What follows belongs to an exercise in optimizing a design on an open flow for small area, a short achievable clock period and few clock cycles; a production flow would make more cautious choices. Function was checked by simulation only, so behaviour that the tests miss may differ from the original. Power and IR drop assume default switching activity.

wip/umber:
==> flow/design.v (excerpt) <==
module jbd_bms_parser (
    input  wire        clk,
    input  wire        rst,         
    input  wire        cmd_valid,
    input  wire [15:0] cmd_word,
    output wire        cmd_ready,
    input  wire [11:0] rd_addr,
    output wire [31:0] rd_data
);
Size in the first run: about 2200 flip-flops.
clock: 10.0 ns
lec_check: 0
abc_area: 1
cap_margin: 20
core_margin: 2
core_utilization: 50
cts_cluster_diameter: 80
cts_cluster_size: 20
place_density: 0.65
setup_slack_margin: 3
slew_margin: 20
run.sh (not shown) runs the stock make flow with config.mk's settings and CLKGATE_MAP_FILE= SYNTH_SCRIPT=/design/flow/synth_recipe.tcl, a recipe that flattens the netlist after the stock synthesis.
Testbench counts of wip/umber, summed over its fixed seeds: cycles 10,075.
> inputs changed (wip/umber -> wip/fjord)
- swapping 80 for 70 in CTS_CLUSTER_DIAMETER
- swapping 20 for 26 in CTS_CLUSTER_SIZE
- swapping 50 for 55 in CORE_UTILIZATION
- swapping 0.65 for 0.7 in PLACE_DENSITY
- swapping 3 for 4.0 in SETUP_SLACK_MARGIN
### Flow results
- Initial DRC count on wip/fjord is behind wip/umber.
- For the total power consumption of the routed design, wip/fjord came in about 2.4% lower than wip/umber did.
- Against wip/umber, wip/fjord comes in 3.8 points lower on post-route clock period utilization.
- Of wip/fjord and wip/umber, the lower clock buffer instance count of the final layout belongs to wip/fjord.
- Compared with wip/umber, wip/fjord shows sum of met2 wire segment lengths after detailed routing that has gone up slightly.
Here is what was changed in the inputs of wip/yarrow compared with wip/fjord.
- a change of CORE_UTILIZATION from 55 to 50
- a change of SETUP_SLACK_MARGIN from 4.0 to 5
- a change of CTS_CLUSTER_SIZE from 26 to 20
- a change of CTS_CLUSTER_DIAMETER from 70 to 80
- a change of PLACE_DENSITY from 0.7 to 0.65
==> comparison <==
wip/yarrow ran to completion and came out clean on the timing, DRC and antenna checks. Comparing wip/yarrow and wip/fjord, the higher global-route track usage on met2 was measured on wip/fjord. Comparing post-synthesis to final-layout area growth for wip/yarrow and wip/fjord, the bigger number came from wip/yarrow. NOTE: final-layout non-clock buffer area share in wip/yarrow exceeds that of wip/fjord. Global-route usage (lower): wip/yarrow. On number of global-route vias before repair: between wip/yarrow and wip/fjord, it ends up lower for wip/yarrow. wip/yarrow: delay of the slowest cell on the worst path is 0.20 ns higher than what wip/fjord reported. Per the comparison of wip/yarrow with wip/fjord, via count went down, register-to-register slack did not really move, buffer and inverter count on the worst path went down, number of non-clock buffers went up. Summary of the comparison: relative area of clock buffers and inverters in the final design is higher in wip/yarrow, relative to wip/fjord.

========
Setup of maple:
jbd_bms_parser, a different RTL version from the one above (not shown whole).
For scale: roughly 64 I/O pins, roughly 75,000 um2 of cells after synthesis.
clock: 10.0 ns
lec_check: 0
abc_area: 0
cap_margin: 20
core_margin: 2
core_utilization: 55
cts_cluster_diameter: 65
cts_cluster_size: 30
place_density: 0.7
setup_slack_margin: 4.0
slew_margin: 20
synth_hierarchical: 1
Testbench counts of maple, summed over its fixed seeds: cycles 10,075.
Here is what was changed in the inputs of nickel compared with maple.
- a change of CTS_CLUSTER_DIAMETER from 65 to 75
- a change of CTS_CLUSTER_SIZE from 30 to 24
==> run summary <==
nickel: setup slack of the critical path after layout lower than maple
Compare nickel and maple | maximum frequency from static timing analysis higher: maple
Status: number of flip-flops and latches parity (nickel, maple)
NOTE initial DRC count maple->nickel decreased by a few percent
--- input diff nickel..pepper ---
- changing CTS_CLUSTER_DIAMETER from 75 to 70
- changing CTS_CLUSTER_SIZE from 24 to 26
The higher clock buffer count of nickel and pepper is in nickel. [compare] base=nickel new=pepper: wire length of the first global-routing pass now smaller, routed length on met1 shows an increase of 2.1%, layout filler cell count neither gained nor lost much, delay contributed by the slowest stage of the critical path shows an increase of 30 ps, clock period minus worst slack moved down. pepper | stages: all done | timing, DRC, antenna: all pass. Delta (pepper minus nickel): cell area after placement held steady, total power grew by 0.94%.

========
jbd_bms_parser with an RTL version that a note above also has.
Size: ~7700 cells after synthesis, roughly 64 I/O pins, ~77000 sq um of cells after synthesis.
==> flow/config.mk <==
export PLATFORM = sky130hd
export DESIGN_NAME = jbd_bms_parser
export DESIGN_NICKNAME = jbd_bms_parser
export VERILOG_FILES = /design/flow/design.v
export SDC_FILE = /design/flow/constraint.sdc
export NUM_CORES = 8
export LEC_CHECK = 0
export ABC_AREA = 1
export CAP_MARGIN = 20
export CORE_MARGIN = 2
export CORE_UTILIZATION = 55
export CTS_CLUSTER_DIAMETER = 80
export CTS_CLUSTER_SIZE = 20
export PLACE_DENSITY = 0.76
export SETUP_SLACK_MARGIN = 4.0
export SLEW_MARGIN = 20
==> flow/constraint.sdc <==
create_clock -name core_clock -period 10.0 [get_ports {clk}]
set_input_delay 2.0000 -clock core_clock [delete_from_list [all_inputs] [get_ports {clk}]]
set_output_delay 2.0000 -clock core_clock [all_outputs]
set_load 0.01 [all_outputs]
The baseline went through all stages and came out clean.
Testbench counts at the start, summed over its fixed seeds: cycles 10,075.
Rerun with:
PLACE_DENSITY = 0.7   (was 0.76)
Result: The new run finished with timing, DRC and antenna clean. Die area does not change. Setup slack is better by 0.086 ns. Register-to-register slack gets better by 0.39 ns. Total power stays flat. Fmax increases slightly. Synthesized cell count does not change.
Rerun with:
CORE_UTILIZATION = 50   (was 55)
PLACE_DENSITY = 0.65   (was 0.7)
=> Worst setup slack got worse by 0.033 ns. Design area shrinks by about 0.5%. Core utilization falls by 6.5 points. Critical path depth goes up by 2. Hold slack got worse by 0.0098 ns. Sequential power hardly moves.
Rerun with:
CORE_UTILIZATION = 55   (was 50)
GPL_ROUTABILITY_DRIVEN = 0   (was default)
PLACE_DENSITY = 0.7   (was 0.65)
Result: Now the flow ended with an error in 5_1_grt; synthesized cell count stays the same; synthesized area does not change.

========
jbd_bms_parser with an RTL version that a note above also has.
For scale: ~2,200 flip-flops, roughly 64 I/O pins, ~75,000 um2 of cells after synthesis.
clock: 10.0 ns
lec_check: 0
abc_area: 0
cap_margin: 20
core_margin: 2
core_utilization: 55
cts_cluster_diameter: 80
cts_cluster_size: 20
place_density: 0.7
setup_slack_margin: 4.0
slew_margin: 20
synth_hierarchical: 1
Testbench counts at the start, summed over its fixed seeds: cycles 10,075.
==> next run, changes <==
CORE_UTILIZATION = 50   (was 55)
PLACE_DENSITY = 0.65   (was 0.7)
After rerunning: Power shrinks by 0.59%; final area shrinks by 0.33%; wire length shrinks by 0.73%.
==> next run, changes <==
CORE_UTILIZATION = 57   (was 50)
PLACE_DENSITY = 0.72   (was 0.65)
After rerunning: Hold slack loses 7.8 ps. Wire length increases by a few percent. Core utilization increases by 8.5 points. Cell count is lower by a few percent.

========
## job 6403
RTL: one of the versions met above, not the one the previous note started from.
Size in the first run: roughly 7700 cells after synthesis, ~2200 flip-flops, roughly 64 I/O pins, about 77000 um2 of cells after synthesis.
make LEC_CHECK=0 ABC_AREA=1 CAP_MARGIN=20 CORE_MARGIN=2 CORE_UTILIZATION=60 CTS_CLUSTER_DIAMETER=80 CTS_CLUSTER_SIZE=20 PLACE_DENSITY=0.74 SETUP_SLACK_MARGIN=4.0 SLEW_MARGIN=20 finish   # period 10.0 ns
Run status, job 6403: aborted in 5_1_grt, error GRT-0232
Testbench counts of job 6403, summed over its fixed seeds: cycles 10,075.
For job 9611, these inputs were changed with respect to job 6403:
# job 6403
export LEC_CHECK = 0
export ABC_AREA = 1
export CAP_MARGIN = 20
export CORE_MARGIN = 2
export CORE_UTILIZATION = 60
export CTS_CLUSTER_DIAMETER = 80
export CTS_CLUSTER_SIZE = 20
export PLACE_DENSITY = 0.74
export SETUP_SLACK_MARGIN = 4.0
export SLEW_MARGIN = 20
create_clock -name core_clock -period 10.0 [get_ports {clk}]
# job 9611
export LEC_CHECK = 0
export ABC_AREA = 0
export CAP_MARGIN = 20
export CORE_MARGIN = 2
export CORE_UTILIZATION = 55
export CTS_CLUSTER_DIAMETER = 80
export CTS_CLUSTER_SIZE = 20
export PLACE_DENSITY = 0.7
export SETUP_SLACK_MARGIN = 4.0
export SLEW_MARGIN = 20
export SYNTH_HIERARCHICAL = 1
create_clock -name core_clock -period 10.0 [get_ports {clk}]
==> run summary <==
Of job 9611 and job 6403, only job 6403 fails to finish with a clean layout.
Job 6403: aborted in 5_1_grt (tool error)
Delta (job 9611 minus job 6403): total placed instance area moved up; netlist area before placement moved up; post-synthesis mux area share moved up.
Going from job 6403 to job 9611, number of core rows picked up an extra 6.9%; final HPWL from detailed placement lost 63000 um; mean area per synthesized cell picked up an extra about 25%; starting utilization of the core area lost 4.7 points.

[afterwards: timing with drivers on the ports]
Ports are ideal in the flow. The routed layouts listed here were re-timed in OpenROAD. Step 1 (the two cells are an assumption about what drives the block):
set clk [get_ports {clk}]
set_driving_cell -lib_cell sky130_fd_sc_hd__clkbuf_16 $clk
set_driving_cell -lib_cell sky130_fd_sc_hd__buf_2 [delete_from_list [all_inputs] $clk]
Step 2 times the ports against the registers' clock, not the clock port: input delays grow and output delays shrink by t, the midpoint of the rising clock arrivals with the driver on. Slacks: no drivers / after step 1 / after step 2; pairs: no drivers / after step 1.
run | shift t [ns] | slack for setup (ns) | worst setup path after step 2 | worst register clock-pin slew, ns | worst data-port slew with drivers (ns)
wip/umber | 0.913 | 2.582 / 2.453 / 2.453 | input to output | 0.10 / 0.10 | 0.14
wip/fjord | 0.906 | 2.966 / 2.823 / 2.823 | input to output | 0.11 / 0.11 | 0.15
wip/yarrow | 0.898 | 2.988 / 2.872 / 2.872 | input to output | 0.10 / 0.10 | 0.21
maple | 0.843 | 3.082 / 2.995 / 2.995 | input to output | 0.11 / 0.11 | 0.19
nickel | 0.858 | 2.974 / 2.856 / 2.856 | input to output | 0.10 / 0.10 | 0.30
pepper | 0.855 | 2.987 / 2.928 / 2.928 | input to output | 0.11 / 0.11 | 0.28
the first run of note 3 | 0.922 | 2.890 / 2.677 / 2.677 | input to output | 0.10 / 0.10 | 0.30
the second run of note 3 | 0.901 | 2.976 / 2.917 / 2.917 | input to output | 0.10 / 0.10 | 0.14
the third run of note 3 | 0.899 | 2.944 / 2.856 / 2.856 | input to output | 0.10 / 0.10 | 0.14
the first run of note 4 | 0.881 | 3.032 / 2.912 / 2.912 | input to output | 0.09 / 0.09 | 0.27
the second run of note 4 | 0.884 | 2.818 / 2.786 / 2.786 | input to output | 0.10 / 0.10 | 0.12
the third run of note 4 | 0.875 | 2.942 / 2.860 / 2.860 | input to output | 0.10 / 0.10 | 0.28
job 9611 | 0.888 | 2.841 / 2.713 / 2.713 | input to output | 0.09 / 0.09 | 0.16
After both steps setup and hold are still met in every run listed. The setup slack of the first run of note 3, which loses most, moves by -0.213 ns with the drivers and by -0.213 ns with both steps.
